Source: an optimization exercise on an open RTL-to-GDS flow (aim: small area, a short achievable clock period and few clock cycles per item). Production flows keep margins and buffers that such runs may drop.
RTL that was checked went through simulation tests only; none was proved equivalent to the original.
Power and IR drop assume default switching activity.

==> 09-07 <==
## lpc1_cksum
module lpc1_cksum (
    input  wire        clk,
    input  wire        rst,
    input  wire        cmd_valid,
    output wire        cmd_ready,
    input  wire [31:0] cmd_word,
    input  wire [31:0] cmd_len,
    input  wire [23:0] cmd_fcs_in,
    input  wire        in_valid,
    output wire        in_ready,
    input  wire [31:0] in_data,
    output reg         done,
    output wire [7:0]  code,
    output reg  [7:0]  last_op,
    output reg         match,
    output reg  [23:0] fcs_val,
    output reg  [23:0] fcs_rx,
    output reg  [16:0] fcs_cover,
    output reg  [16:0] out_len,
    output reg  [5:0]  crc6,
    output reg  [9:0]  crc10
);
==> flow/config.mk <==
export PLATFORM = sky130hd
export DESIGN_NAME = lpc1_cksum
export DESIGN_NICKNAME = lpc1_cksum
export VERILOG_FILES = /design/flow/design.v
export SDC_FILE = /design/flow/constraint.sdc
export NUM_CORES = 4
export LEC_CHECK = 0
export CAP_MARGIN = 20
export CORE_MARGIN = 2
export CORE_UTILIZATION = 40
export CTS_CLUSTER_DIAMETER = 100
export CTS_CLUSTER_SIZE = 25
export SETUP_SLACK_MARGIN = 5
export SLEW_MARGIN = 20
export SYNTH_HIERARCHICAL = 1
export SYNTH_MEMORY_MAX_BITS = 8192
export SYNTH_MINIMUM_KEEP_SIZE = 0
export TNS_END_PERCENT = 0
==> flow/constraint.sdc <==
create_clock -name core_clock -period 8.0 [get_ports {clk}]
set_input_delay 1.6000 -clock core_clock [delete_from_list [all_inputs] [get_ports {clk}]]
set_output_delay 1.6000 -clock core_clock [all_outputs]
set_load 0.01 [all_outputs]
standard.sh (not shown) runs the stock make flow with config.mk's settings and CLKGATE_MAP_FILE= SYNTH_SCRIPT=/design/flow/synth_recipe.tcl, a recipe that flattens the netlist after the stock synthesis.
==> flow/flow/run.sh <==
#!/bin/bash
# The standard layout (the standard.sh: standard synthesis, floorplan,
# placement, CTS, routing), with the ports buffered by the smallest buffer
# (sky130_fd_sc_hd__buf_1) instead of the resizer's default delay cell;
# repair_design and repair_timing resize them where needed.
set -euo pipefail
export BUFFER_PORTS_ARGS="-buffer_cell sky130_fd_sc_hd__buf_1"
bash standard.sh finish SETUP_SLACK_MARGIN=5.4 TNS_END_PERCENT=0 > standard_flow.log 2>&1
==> 02-19: changes against 09-07 <==
--- a/flow/design.v
+++ b/flow/design.v
@@ -625,15 +625,15 @@
     reg        wsecond;       
     reg        wlast;         
     reg        ui;            
     reg        u0;            
     reg        u1;            
-    reg [3:0]  jx;            
+    reg        iu0;           
     reg        fcs_w;         
-    reg        fcs_on;        
     reg        c10_on;        
     reg        cmpx;          
+    reg        fcs_step;      
     reg  [3:0] code_q;
     assign code = {3'b000, code_q[3], 1'b0, code_q[2:0]};
     assign cmd_ready = rdy;
     assign in_ready  = irdy;
     wire d_calc   = (cmd_word == 32'h0000_0001);
@@ -641,24 +641,30 @@
     wire d_chk    = (cmd_word == 32'h0000_0003);
     wire d_crc6   = (cmd_word == 32'h0000_0010);
     wire d_crc10  = (cmd_word == 32'h0000_0011);
     wire d_splice = (cmd_word == 32'h0000_0012);
     wire d_legal  = d_calc | d_gen | d_chk | d_crc6 | d_crc10 | d_splice;
+    wire p_calc   = ~cmd_word[4] & (cmd_word[1:0] == 2'b01);
+    wire p_gen    = ~cmd_word[4] & (cmd_word[1:0] == 2'b10);
+    wire p_chk    = ~cmd_word[4] & (cmd_word[1:0] == 2'b11);
+    wire p_crc6   =  cmd_word[4] & (cmd_word[1:0] == 2'b00);
+    wire p_crc10  =  cmd_word[4] & (cmd_word[1:0] == 2'b01);
+    wire p_splice =  cmd_word[4] & (cmd_word[1:0] == 2'b10);
     wire d_big    = (|cmd_len[31:17]) | (cmd_len[16] & (|cmd_len[15:0]));
     wire [1:0] d_j = (cmd_word[1:0] == 2'b11) ? ~cmd_len[1:0]
                                               : {cmd_len[1] ^ cmd_len[0], cmd_len[0]};
     wire [3:0] d_jh = {d_j == 2'd3, d_j == 2'd2, d_j == 2'd1, d_j == 2'd0};
-    wire d_ui_elig = (d_gen & (|cmd_len[31:3])) |
-                     (d_chk & ((|cmd_len[31:4]) |
+    wire d_ui_elig = (p_gen & (|cmd_len[31:3])) |
+                     (p_chk & ((|cmd_len[31:4]) |
                                (cmd_len[3] & (cmd_len[2] | (cmd_len[1] & cmd_len[0])))));
-    wire d_iu     = d_crc6 | d_crc10 | d_splice;
+    wire d_iu     = cmd_word[4];
     wire d_len_hi0 = (cmd_len[31:17] == 15'd0);
     wire d_le65533 = d_len_hi0 & ~cmd_len[16] & ~(&cmd_len[15:1]);
     wire d_ge3     = (|cmd_len[31:2]) | (&cmd_len[1:0]);
-    wire d_fcs_w   = (d_calc & ~d_big) |
-                     (d_gen & ~(cmd_word[8] & (|cmd_fcs_in)) & d_le65533) |
-                     (d_chk & ~d_big & d_ge3);
+    wire d_fcs_w   = p_calc |
+                     (p_gen & ~(cmd_word[8] & (|cmd_fcs_in)) & d_le65533) |
+                     (p_chk & d_ge3);
     wire d_words  = d_legal & (cmd_len[31:17] == 15'd0) &
                     (cmd_len[16] ? (cmd_len[15:0] == 16'd0) : (cmd_len[15:0] != 16'd0));
     wire accept = cmd_valid & rdy;
     wire fire   = in_valid & irdy;
     wire [16:0] n        = rem;                  
@@ -673,11 +679,11 @@
     wire        more_after = wv ? rem_gt8 : rem_gt4;
     wire        iuup     = o_crc10 | o_splice;
     wire ui_pat  = (in_data[15:13] == 3'b110) & ~in_data[16];
     wire ui_word = ui_elig & ui_pat;
     wire ui_next = (u0 & ui_pat) | u1;
-    wire [3:0] jn = ui_next ? 4'b0010 : jx;
+    wire [3:0] jn = ui_next ? 4'b0010 : (iu0 ? 4'b0001 : jb);
     wire [3:0] t      = wrot[7:4];
     wire       t_none = (t == 4'd1);
     wire       t_ok   = (t == 4'd0) || (t == 4'd14);
     wire [5:0] crc6_word;
     lpc1_crc6h u_crc6 (.x(wrot[15:0]), .c(crc6_word));
@@ -690,62 +696,58 @@
     localparam [23:0] FCS_INIT0 = 24'h000000, FCS_INIT1 = 24'h7016E8,
                       FCS_INIT2 = 24'hC7030A, FCS_INIT3 = 24'h53F40E;
     wire [23:0] fcs_init_b = ({24{jb[1]}} & FCS_INIT1) | ({24{jb[2]}} & FCS_INIT2) |
                              ({24{jb[3]}} & FCS_INIT3);
     wire [23:0] fcs_init   = ui_next ? FCS_INIT1 : fcs_init_b;
-    wire fcs_clr  = setup & fcs_w;
-    wire fcs_load = ~rdy & (cidx == 2'd0) & (fcs_clr | fcs_on);
+    wire fcs_load = ~rdy & (cidx == 2'd0) & fcs_w & ~illegal & ~big;
     wire [23:0] fcs_next;
     lpc1_crc24w u_crc24 (.f(fcs_val), .x(wrot), .fn(fcs_next));
     wire [9:0] crc10_next;
     lpc1_crc10w u_crc10 (.c(crc10), .x(wrot), .cn(crc10_next));
-    wire fcs_step = wv & fcs_on & ~(ui & ~wfirst & ~wsecond) &
-                    ~(o_chk & wlast & n_ragged);
+    wire fcs_take = fcs_w & ~(ui & (cidx == 2'd2)) &
+                    ~(o_chk & n_ragged & ~more_after);
     wire c10_step = wv & c10_on & ~wfirst;
-    wire        chk_cmp = o_chk & fcs_on &
+    wire        chk_cmp = o_chk & fcs_w &
                           ((wv & wlast & n_ragged) | cmpx);
     wire [23:0] rx_word = wrot[23:0];
     wire        rx_eq   = (fcs_val == rx_word);
     always @(posedge clk) begin
         wrot <= rot;
         if (fire)
             prev <= (iuup & (cidx == 2'd0)) ? 24'h0 : in_data[31:8];
         else if (rdy)
             prev <= 24'h0;
         if (rdy) begin
-            o_calc   <= d_calc;
-            o_gen    <= d_gen;
-            o_chk    <= d_chk;
-            o_crc6   <= d_crc6;
-            o_crc10  <= d_crc10;
-            o_splice <= d_splice;
+            o_calc   <= p_calc;
+            o_gen    <= p_gen;
+            o_chk    <= p_chk;
+            o_crc6   <= p_crc6;
+            o_crc10  <= p_crc10;
+            o_splice <= p_splice;
             illegal  <= ~d_legal;
             big      <= d_big;
             sup_ov   <= cmd_word[8] & (|cmd_fcs_in);
             jb       <= d_jh;
-            ui_elig  <= d_ui_elig;
             fcs_w    <= d_fcs_w;
+            ui_elig  <= d_ui_elig;
         end
         if (rdy)
             rem <= cmd_len[16:0];
         else if (wv)
             rem <= rem - 17'd4;
         if (rdy) begin
             cidx   <= 2'd0;
-            fcs_on <= 1'b0;
             u0     <= d_ui_elig;
             u1     <= 1'b0;
-            jx     <= d_iu ? 4'b0001 : d_jh;
+            iu0    <= d_iu;
         end else if (fire) begin
             if (cidx != 2'd2)
                 cidx <= cidx + 2'd1;
             u0  <= 1'b0;
             u1  <= u0 & ui_pat;
-            jx  <= jb;
+            iu0 <= 1'b0;
         end
-        if (fcs_clr)
-            fcs_on <= 1'b1;
         wfirst  <= (cidx == 2'd0);
         wsecond <= (cidx == 2'd1);
         wlast   <= ~more_after;
         if (cidx == 2'd0)
             ui <= ui_word;
@@ -756,10 +758,11 @@
     end
     always @(posedge clk) begin
         if (rst) begin
             rdy       <= 1'b1;
             irdy      <= 1'b0;
+            fcs_step  <= 1'b0;
             setup     <= 1'b0;
             wv        <= 1'b0;
             cmpx      <= 1'b0;
             done      <= 1'b0;
             code_q    <= 4'h0;
@@ -774,10 +777,11 @@
         end else begin
             done  <= 1'b0;
             setup <= accept;
             cmpx  <= 1'b0;
             wv    <= fire;
+            fcs_step <= fire & fcs_take;
             if (accept) begin
                 rdy     <= 1'b0;
                 last_op <= cmd_word[7:0];
             end
             if (rdy)
@@ -838,11 +842,11 @@
             if (fcs_step)
                 fcs_val <= fcs_next;
             if (c10_step)
                 crc10 <= crc10_next;
             if (wv & wfirst) begin
-                if (ui & fcs_on)
+                if (ui & fcs_w)
                     fcs_cover <= 17'd7;
                 if (iuup) begin
                     if (t_none) begin
                         code_q <= C_NO_CRC;
                         if (o_crc10)
@@ -866,11 +870,11 @@
                 match  <= rx_eq;
                 code_q <= rx_eq ? C_OK : C_FCS_MISMATCH;
                 done   <= 1'b1;
                 rdy    <= 1'b1;
             end else if (wv & wlast) begin
-                if (o_chk & fcs_on) begin
+                if (o_chk & fcs_w) begin
                     cmpx <= 1'b1;
                 end else begin
                     done <= 1'b1;
                     rdy  <= 1'b1;
                 end
==> flow/flow/run.sh (replaced) <==
#!/bin/bash
set -euo pipefail
export BUFFER_PORTS_ARGS="-buffer_cell sky130_fd_sc_hd__buf_1"
bash standard.sh finish SETUP_SLACK_MARGIN=5.4 TNS_END_PERCENT=0 > standard_flow.log 2>&1
--- a/flow/config.mk
+++ b/flow/config.mk
@@ -8,10 +8,12 @@
 export CAP_MARGIN = 20
 export CORE_MARGIN = 2
 export CORE_UTILIZATION = 40
 export CTS_CLUSTER_DIAMETER = 100
 export CTS_CLUSTER_SIZE = 25
+export GPL_ROUTABILITY_DRIVEN = 0
+export PLACE_DENSITY = 0.75
 export SETUP_SLACK_MARGIN = 5
 export SLEW_MARGIN = 20
 export SYNTH_HIERARCHICAL = 1
 export SYNTH_MEMORY_MAX_BITS = 8192
 export SYNTH_MINIMUM_KEEP_SIZE = 0
==> 04-09: changes against 09-07 <==
--- a/flow/design.v
+++ b/flow/design.v
@@ -625,13 +625,12 @@
     reg        wsecond;       
     reg        wlast;         
     reg        ui;            
     reg        u0;            
     reg        u1;            
-    reg [3:0]  jx;            
+    reg        iu0;           
     reg        fcs_w;         
-    reg        fcs_on;        
     reg        c10_on;        
     reg        cmpx;          
     reg  [3:0] code_q;
     assign code = {3'b000, code_q[3], 1'b0, code_q[2:0]};
     assign cmd_ready = rdy;
@@ -673,11 +672,11 @@
     wire        more_after = wv ? rem_gt8 : rem_gt4;
     wire        iuup     = o_crc10 | o_splice;
     wire ui_pat  = (in_data[15:13] == 3'b110) & ~in_data[16];
     wire ui_word = ui_elig & ui_pat;
     wire ui_next = (u0 & ui_pat) | u1;
-    wire [3:0] jn = ui_next ? 4'b0010 : jx;
+    wire [3:0] jn = ui_next ? 4'b0010 : (iu0 ? 4'b0001 : jb);
     wire [3:0] t      = wrot[7:4];
     wire       t_none = (t == 4'd1);
     wire       t_ok   = (t == 4'd0) || (t == 4'd14);
     wire [5:0] crc6_word;
     lpc1_crc6h u_crc6 (.x(wrot[15:0]), .c(crc6_word));
@@ -690,20 +689,19 @@
     localparam [23:0] FCS_INIT0 = 24'h000000, FCS_INIT1 = 24'h7016E8,
                       FCS_INIT2 = 24'hC7030A, FCS_INIT3 = 24'h53F40E;
     wire [23:0] fcs_init_b = ({24{jb[1]}} & FCS_INIT1) | ({24{jb[2]}} & FCS_INIT2) |
                              ({24{jb[3]}} & FCS_INIT3);
     wire [23:0] fcs_init   = ui_next ? FCS_INIT1 : fcs_init_b;
-    wire fcs_clr  = setup & fcs_w;
-    wire fcs_load = ~rdy & (cidx == 2'd0) & (fcs_clr | fcs_on);
+    wire fcs_load = ~rdy & (cidx == 2'd0) & fcs_w;
     wire [23:0] fcs_next;
     lpc1_crc24w u_crc24 (.f(fcs_val), .x(wrot), .fn(fcs_next));
     wire [9:0] crc10_next;
     lpc1_crc10w u_crc10 (.c(crc10), .x(wrot), .cn(crc10_next));
-    wire fcs_step = wv & fcs_on & ~(ui & ~wfirst & ~wsecond) &
+    wire fcs_step = wv & fcs_w & ~(ui & ~wfirst & ~wsecond) &
                     ~(o_chk & wlast & n_ragged);
     wire c10_step = wv & c10_on & ~wfirst;
-    wire        chk_cmp = o_chk & fcs_on &
+    wire        chk_cmp = o_chk & fcs_w &
                           ((wv & wlast & n_ragged) | cmpx);
     wire [23:0] rx_word = wrot[23:0];
     wire        rx_eq   = (fcs_val == rx_word);
     always @(posedge clk) begin
         wrot <= rot;
@@ -720,32 +718,29 @@
             o_splice <= d_splice;
             illegal  <= ~d_legal;
             big      <= d_big;
             sup_ov   <= cmd_word[8] & (|cmd_fcs_in);
             jb       <= d_jh;
-            ui_elig  <= d_ui_elig;
             fcs_w    <= d_fcs_w;
+            ui_elig  <= d_ui_elig;
         end
         if (rdy)
             rem <= cmd_len[16:0];
         else if (wv)
             rem <= rem - 17'd4;
         if (rdy) begin
             cidx   <= 2'd0;
-            fcs_on <= 1'b0;
             u0     <= d_ui_elig;
             u1     <= 1'b0;
-            jx     <= d_iu ? 4'b0001 : d_jh;
+            iu0    <= d_iu;
         end else if (fire) begin
             if (cidx != 2'd2)
                 cidx <= cidx + 2'd1;
             u0  <= 1'b0;
             u1  <= u0 & ui_pat;
-            jx  <= jb;
+            iu0 <= 1'b0;
         end
-        if (fcs_clr)
-            fcs_on <= 1'b1;
         wfirst  <= (cidx == 2'd0);
         wsecond <= (cidx == 2'd1);
         wlast   <= ~more_after;
         if (cidx == 2'd0)
             ui <= ui_word;
@@ -838,11 +833,11 @@
             if (fcs_step)
                 fcs_val <= fcs_next;
             if (c10_step)
                 crc10 <= crc10_next;
             if (wv & wfirst) begin
-                if (ui & fcs_on)
+                if (ui & fcs_w)
                     fcs_cover <= 17'd7;
                 if (iuup) begin
                     if (t_none) begin
                         code_q <= C_NO_CRC;
                         if (o_crc10)
@@ -866,11 +861,11 @@
                 match  <= rx_eq;
                 code_q <= rx_eq ? C_OK : C_FCS_MISMATCH;
                 done   <= 1'b1;
                 rdy    <= 1'b1;
             end else if (wv & wlast) begin
-                if (o_chk & fcs_on) begin
+                if (o_chk & fcs_w) begin
                     cmpx <= 1'b1;
                 end else begin
                     done <= 1'b1;
                     rdy  <= 1'b1;
                 end
==> qor summary <==
                                                                   09-07                    02-19                    04-09
R2r worst-path depth                                                   8                        7                        8
Area of the die                                               0.0348 mm2               0.0337 mm2               0.0348 mm2
Status                                           complete, no violations  complete, no violations  complete, no violations
Routed length on met2                                          20,400 um                19,100 um                20,100 um
Number of buffers created by CTS                                      14                       13                       14
Sequential share of power                                          33.8%                    36.9%                    34.6%
Post-route standard cell area excluding fillers               0.0161 mm2               0.0153 mm2               0.0157 mm2
Post-place setup slack                                           3.94 ns                  4.24 ns                  4.07 ns
Slowest-stage cell, CP                                            nor4_4                 nor4bb_4                   nor4_4
Max Clk Rate                                                   0.356 GHz                0.345 GHz                0.349 GHz
Post CTS Setup Buffer Count                                           20                       18                        6
Clock skew after layout                                        0.0156 ns                0.0264 ns                0.0234 ns
Fraction of met1 tracks used by global routing                     35.5%                    33.1%                    35.7%
# diodes                                                               1                        0                        0
Count of mapped cells out of synthesis                             1,507                    1,473                    1,530
Finished Core Util                                                 49.2%                    48.2%                    47.9%
Maximum vdd ir drop                                             0.155 mV                 0.153 mV                 0.145 mV
Worst hold-check slack                                          0.456 ns                 0.456 ns                 0.457 ns
Power after layout                                               4.12 mW                  3.66 mW                  3.95 mW
Final Critical Period                                            2.81 ns                  2.90 ns                  2.87 ns
P_sw                                                             1.75 mW                  1.50 mW                  1.65 mW
Worst EP required                                                8.25 ns                  8.36 ns                  8.37 ns
Portion of netlist area occupied by mux cells                      1.35%                    1.48%                    1.52%
Number of well-tap cells placed                                      442                      402                      442
FF-to-FF End                                                  fcs_val[7]                  crc6[4]               fcs_val[2]
Relative max-transition margin                                     21.8%                    40.6%                    42.4%
Testbench counts of 02-19, summed over its fixed seeds: cycles 10,251, items 384.
For 09-07 and 04-09, only the layout was checked, not whether the RTL still works.

## afterwards: timing with drivers on the ports
No port has a modelled driver above. Below, the same layouts with a new extraction and two added sets of constraints.
Step 1: set_driving_cell puts a clkbuf_16 on clk and a buf_2 on each other input, an assumption about the parent block.
Step 2 moves the port delays by t, midway between the first and last clock arrival at a register: inputs arrive t later, outputs are due t later. That takes back most of the time a late clock gives input paths.
a / b / c = no drivers / after step 1 / after step 2; a / b = the first two.
run	t (ns)	setup WS [ns]	worst setup path after step 2
09-07	0.546	5.191 / 5.177 / 4.664	input to register
02-19	0.524	5.105 / 5.113 / 4.589	input to register
04-09	0.548	5.133 / 5.144 / 4.619	input to register
After both steps every run listed still meets setup and hold. The setup slack of 09-07, which loses most, moves by -0.014 ns with the drivers and by -0.527 ns with both steps.
